This design comes from an exercise in tuning for small area, a short achievable clock period and few clock cycles on the open sky130 flow, not from production work. At most, simulation tests tie the RTL to the original design; equivalence was not proved. Power and IR drop assume default switching activity.

Design cmdproc, start of the top module:
module cmdproc (
    input  wire        clk,
    input  wire        rst,           
    input  wire        start,
    input  wire [63:0] start_base,
    input  wire [31:0] start_count,
    output wire        idle,
    output wire        done,
    output wire        faulted,
    output wire [2:0]  f_code,
    output wire        f_hdr_valid,
    output wire [63:0] f_hdr_addr,
    output wire [31:0] f_hdr_word,
    output wire        f_call_valid,
    output wire [13:0] f_method,
    output wire [2:0]  f_subch,
    output wire [1:0]  f_argi,
    output wire        f_value_valid,
    output wire [31:0] f_value,
    output wire        xl_req,
    output wire [63:0] xl_va,
    input  wire        xl_rsp,
    input  wire        xl_err,
    input  wire [63:0] xl_pa,
    output wire        rd_req,
    output wire [63:0] rd_addr,
    input  wire        rd_rsp,
    input  wire        rd_err,
    input  wire [31:0] rd_data,
    output wire        ev_valid,
    output wire [2:0]  ev_kind,
    output wire [13:0] ev_method,
    output wire [2:0]  ev_subch,
    output wire [31:0] ev_value,
    output wire [1:0]  ev_rem,
    output wire [1:0]  ev_len,
    output wire [31:0] ev_code0,
    output wire [31:0] ev_code1,
    output wire [31:0] ev_code2
);
Size in the first run: roughly 1800 cells after synthesis, about 310 flip-flops, about 18000 um^2 of cells after synthesis.
clock: 8.0 ns
lec_check: 0
cap_margin: 20
core_margin: 2
core_utilization: 40
setup_slack_margin: 5
slew_margin: 20
tns_end_percent: 4
standard.sh (not shown) runs the stock make flow with config.mk's settings and CLKGATE_MAP_FILE= SYNTH_SCRIPT=/design/flow/synth_recipe.tcl, a recipe that flattens the netlist after the stock synthesis.
==> flow/flow/run.sh <==
#!/bin/bash
# Standard layout, with the port buffers made from the smallest buffer cell
# and a clock tree of small buffers without dummy loads.
set -e
export BUFFER_PORTS_ARGS="-buffer_cell sky130_fd_sc_hd__buf_1"
export CTS_ARGS="-sink_clustering_enable -repair_clock_nets -dont_use_dummy_load -buf_list sky130_fd_sc_hd__clkbuf_4"
bash standard.sh > standard.log 2>&1
The baseline went through all stages and came out clean.
Testbench counts at the start, summed over its fixed seeds: cycles 20,254.
Change:
--- a/flow/design.v
+++ b/flow/design.v
@@ -132,28 +132,27 @@
     wire [2:0]  dcode = c_m46  ? F_MACRO_NO_ENTRY :
                         c_bind ? F_BIND_CONFLICT :
                         bound[h_sc] ? F_UNKNOWN_ENGINE : F_UNBOUND_SUBCHANNEL;
     wire        xok   = xl_rsp & ~xl_err;
     wire        rok   = rd_rsp & ~rd_err;
     wire        x_ovf = (&xl_pa[63:2]) & (|xl_pa[1:0]);
     wire        areq = rok & ((q_hwa & r_nz & r_le4) | (q_awq & ~clast));
     wire        hreq = (rok & ((q_hwp & ~r_mode[2] & ~r_nz) | (q_awq & clast))) | q_qp;
     assign rd_req  = (rok & ((~r_mode[2] & ((q_hwa & r_nz) | q_hwp)) |
                              (q_hwa & r_nz & ~r_mode[1] & ~r_mode[0]) |
                              q_awq)) | q_qp;
     assign done    = (rok & ((q_hwd & ~r_mode[2] & ~r_nz) | q_awd)) | q_qd;
-    wire   done_c  = (rok & q_awd) | q_qd;
-    assign idle    = st_idle | (done_c & start);
+    assign idle    = st_idle | (done & start);
     assign faulted = st_flt;
-    assign xl_req  = start & (st_idle | done_c);
+    assign xl_req  = start & (st_idle | done);
     assign xl_va   = start_base;
     assign rd_addr = cur;
     wire        disp  = (st_aw & rok) | st_inl;
     wire        dok   = disp & ~cfault;
     wire        dlast = dok & clast;
     wire [31:0] val   = st_inl ? inl32 : rd_data;
     assign ev_valid  = (rok & q_awe) | q_ie;
     assign ev_kind   = ckind;
     assign ev_method = cmeth;
     assign ev_subch  = h_sc;
     assign ev_value  = ({32{sv_rd}} & rd_data) | ({32{sv_in}} & inl32) |
                        ({32{sv_me}} & mac_entry);
@@ -255,25 +254,25 @@
         s1_rg  <= (n_mlen != 2'd1);
         s2_rd  <= ~n_inl;
         s2_in  <= n_inl;
         mac_len <= n_mlen;
         if (rst) begin
             st_idle <= 1'b1;
             st_xl   <= 1'b0;
             st_rew  <= 1'b0;
             st_flt  <= 1'b0;
             bound   <= 8'd0;
             mac_act <= 1'b0;
         end else begin
-            st_idle <= (st_idle | done) & ~(idle & start);
+            st_idle <= (st_idle | done) & ~start;
             st_xl   <= (idle & start) | (st_xl & ~xl_rsp);
             st_rew  <= flt_any;
             st_flt  <= st_flt | st_rew;
             if (dok) begin
                 if (c_m47) begin
                     mac_act   <= 1'b1;
                     mac_entry <= val;
                 end else if (c_m46) begin
                     if (clast)
                         mac_act <= 1'b0;
                 end else if (c_bind) begin
                     bound[h_sc] <= 1'b1;
Routed wire length decreases by 4.1%. Global-route usage fell by 1.1 points. Setup slack is better by 0.057 ns. Total power shrinks by about 4%. Non-clock buffer count goes up by 2. Core utilization grows by 0.18 points. Synthesized cell count falls by 1.6%. Via count shrinks by 2.9%. Clock skew climbs by 0.011 ns. Die area is lower by 0.72%.
Testbench counts after the change, summed over its fixed seeds: cycles 20,248.

## before
Starting RTL as in the previous note.
Design cmdproc, start of the top module:
module cmdproc (
    input  wire        clk,
    input  wire        rst,           
    input  wire        start,
    input  wire [63:0] start_base,
    input  wire [31:0] start_count,
    output wire        idle,
    output wire        done,
    output wire        faulted,
    output wire [2:0]  f_code,
    output wire        f_hdr_valid,
    output wire [63:0] f_hdr_addr,
    output wire [31:0] f_hdr_word,
    output wire        f_call_valid,
    output wire [13:0] f_method,
    output wire [2:0]  f_subch,
    output wire [1:0]  f_argi,
    output wire        f_value_valid,
    output wire [31:0] f_value,
    output wire        xl_req,
    output wire [63:0] xl_va,
    input  wire        xl_rsp,
    input  wire        xl_err,
    input  wire [63:0] xl_pa,
    output wire        rd_req,
    output wire [63:0] rd_addr,
    input  wire        rd_rsp,
    input  wire        rd_err,
    input  wire [31:0] rd_data,
    output wire        ev_valid,
    output wire [2:0]  ev_kind,
    output wire [13:0] ev_method,
    output wire [2:0]  ev_subch,
    output wire [31:0] ev_value,
    output wire [1:0]  ev_rem,
    output wire [1:0]  ev_len,
    output wire [31:0] ev_code0,
    output wire [31:0] ev_code1,
    output wire [31:0] ev_code2
);
    localparam [2:0] EV_SUBMIT = 3'd4;
    localparam [2:0] EV_DIAG   = 3'd5;
    localparam [2:0] F_UNKNOWN_MODE       = 3'd1;
    localparam [2:0] F_INCREASE_ONCE_ZERO = 3'd2;
    localparam [2:0] F_BIND_CONFLICT      = 3'd3;
    localparam [2:0] F_UNBOUND_SUBCHANNEL = 3'd4;
    localparam [2:0] F_UNKNOWN_ENGINE     = 3'd5;
    localparam [2:0] F_MACRO_NO_ENTRY     = 3'd6;
    localparam [2:0] F_PORT               = 3'd7;
    reg         st_idle;       
    reg         st_xl;         
    reg         st_hq;         
    reg         st_hw;         
    reg         st_aw;         
    reg         st_inl;        
    reg         st_rew;        
    reg         st_flt;        
    reg  [7:0]  bound;
    reg  [1:0]  cls [0:7];
  ...
==> flow/config.mk <==
export PLATFORM = sky130hd
export DESIGN_NAME = cmdproc
export DESIGN_NICKNAME = cmdproc
export VERILOG_FILES = /design/flow/design.v
export SDC_FILE = /design/flow/constraint.sdc
export NUM_CORES = 4
export LEC_CHECK = 0
export CAP_MARGIN = 20
export CORE_MARGIN = 2
export CORE_UTILIZATION = 40
export SETUP_SLACK_MARGIN = 5
export SLEW_MARGIN = 20
export TNS_END_PERCENT = 1
==> flow/constraint.sdc <==
create_clock -name core_clock -period 8.0 [get_ports {clk}]
set_input_delay 1.6000 -clock core_clock [delete_from_list [all_inputs] [get_ports {clk}]]
set_output_delay 1.6000 -clock core_clock [all_outputs]
set_load 0.01 [all_outputs]
Scripts as last shown in full above: flow/flow/run.sh
Testbench counts of before, summed over its fixed seeds: cycles 20,254.
[inputs] after vs before
--- a/flow/design.v
+++ b/flow/design.v
@@ -63,21 +63,20 @@
     reg  [31:0] mac_code0;     
     reg  [31:0] mac_code1;
     reg  [63:0] cur;           
     reg  [2:0]  hmid;          
     reg         hcy;           
     reg  [31:0] rcnt;          
     reg         pos;           
     reg         ovf;           
     reg  [31:0] hdr;
     reg  [1:0]  argi;
-    reg  [13:0] cmeth;
     reg         cfault;        
     reg         cev;           
     reg  [2:0]  ckind;
     reg         clast;         
     reg  [2:0]  fcode;
     reg         fpa;           
     reg         q_hwa;         
     reg         q_hwp;         
     reg         q_hwd;         
     reg         q_awq;         
@@ -89,20 +88,26 @@
     reg         sv_rd, sv_in, sv_me;
     reg         s0_rd, s0_in, s0_rg;
     reg         s1_rd, s1_in, s1_rg;
     reg         s2_rd, s2_in;
     wire [2:0]  h_mode = hdr[31:29];
     wire [2:0]  h_sc   = hdr[15:13];
     wire [1:0]  h_n    = hdr[17:16];
     wire        h_inl  = (h_mode == 3'd5);
     wire [1:0]  crem   = h_inl ? 2'd0 : (h_n - argi - 2'd1);
     wire [31:0] inl32  = {21'd0, hdr[28:18]};
+    wire        h_inc  = (h_mode[2:1] == 2'b00);                   
+    wire        h_once = (h_mode == 3'd4);
+    wire [1:0]  koff   = h_inc ? argi : {1'b0, h_once & (argi != 2'd0)};
+    wire [1:0]  knxt   = h_inc ? argi + 2'd1 : {1'b0, h_once};
+    wire [13:0] cmeth  = {1'b0, hdr[12:0]} + {12'd0, koff};
+    wire [13:0] nmeth  = {1'b0, hdr[12:0]} + {12'd0, knxt};
     wire [2:0]  r_mode = rd_data[31:29];
     wire [1:0]  r_n    = rd_data[17:16];
     wire [2:0]  r_sc   = rd_data[15:13];
     wire        r_inl  = (r_mode == 3'd5);
     wire        r_nz   = rd_data[17] | rd_data[16];
     wire        r_bad  = r_mode[2] & r_mode[1];                     
     wire        r_le4  = ~r_mode[2] | ~(r_mode[1] | r_mode[0]);      
     function [4:0] outcome;    
         input [13:0] m;
         input        last;
@@ -117,22 +122,20 @@
             else if (!bnd || cl == 2'd0) outcome = 5'b10_000;
             else                   outcome = {2'b01, 1'b0, cl};
         end
     endfunction
     wire        last0 = r_inl | (r_n == 2'd1);
     wire [4:0]  oc0 = outcome({1'b0, rd_data[12:0]}, last0,
                               bound[r_sc], cls[r_sc], mac_act);
     wire        c_bind = (cmeth == 14'h00);
     wire        c_m47  = (cmeth == 14'h47);
     wire        c_m46  = (cmeth == 14'h46);
-    wire        inc    = (h_mode[2:1] == 2'b00) | ((h_mode == 3'd4) & (argi == 2'd0));
-    wire [13:0] nmeth  = cmeth + {13'd0, inc};
     wire        lastn  = (h_n == (argi + 2'd2));
     wire [4:0]  ocn = outcome(nmeth, lastn,
                               bound[h_sc] | c_bind, cls[h_sc], mac_act | c_m47);
     wire [2:0]  dcode = c_m46  ? F_MACRO_NO_ENTRY :
                         c_bind ? F_BIND_CONFLICT :
                         bound[h_sc] ? F_UNKNOWN_ENGINE : F_UNBOUND_SUBCHANNEL;
     wire        xok   = xl_rsp & ~xl_err;
     wire        rok   = rd_rsp & ~rd_err;
     wire        x_ovf = (&xl_pa[63:2]) & (|xl_pa[1:0]);
     wire        areq = rok & ((q_hwa & r_nz & r_le4) | (q_awq & ~clast));
@@ -301,24 +304,22 @@
         if (hreq) begin
             hmid <= cur[4:2];
             hcy  <= mid_cy;
         end else if (areq)
             hcy  <= hcy | mid_cy;
         {cfault, cev, ckind} <= n_oc;
         clast <= n_last;
         if (hw_in) begin
             hdr   <= rd_data;
             argi  <= 2'd0;
-            cmeth <= {1'b0, rd_data[12:0]};
         end else if (adv) begin
             argi  <= argi + 2'd1;
-            cmeth <= nmeth;
         end
         if (flt_port0 | flt_port1) begin
             fcode <= F_PORT;
             fpa   <= flt_port1;
         end else if (flt_mode)
             fcode <= F_UNKNOWN_MODE;
         else if (flt_ioz)
             fcode <= F_INCREASE_ONCE_ZERO;
         else if (flt_disp)
             fcode <= dcode;
==> run summary <==
The flow did not stop early for after: all stages ran, and the layout cleared the timing, design-rule and antenna checks.
before: done, clean on timing, DRC and antenna
Compared with before, after shows number of antenna violations at the first check in global routing lower by 4.
Net switching power figure, before and after: smaller value in after
Final worst slack delta for after relative to before: 0.45 ns lower
after against before: non-filler instance count after layout moved down, cell area moved down, detailed-route via count moved down, maximum number of pins on one net before global-route repair moved up, total power moved down.
Only the layout flow was run in after; the RTL was not checked for function there.

separate check: timing with driven ports:
The results above use ideal ports. As a check the final layouts listed here were re-extracted and re-timed, cells and wires unchanged.
Step 1 assumes that a clkbuf_16 drives the clock port and a buf_2 every other input.
Step 2 also shifts input and output timing later by t, the mid clock arrival at the registers, as if the neighbouring blocks saw the same clock.
a / b / c = no drivers / after step 1 / after step 2; a / b = the first two.
run	t, ns	setup WS [ns]	worst slew at a driven data input, ns
the first run of note 1	0.844	3.781 / 3.760 / 3.381	0.16
the second run of note 1	0.820	3.839 / 3.788 / 3.498	0.22
before	0.842	3.775 / 3.751 / 3.391	0.16
after	0.812	3.328 / 3.271 / 3.404	0.24
After both steps setup and hold are still met in every run listed. The setup slack of the first run of note 1, which loses most, moves by -0.021 ns with the drivers and by -0.400 ns with both steps.
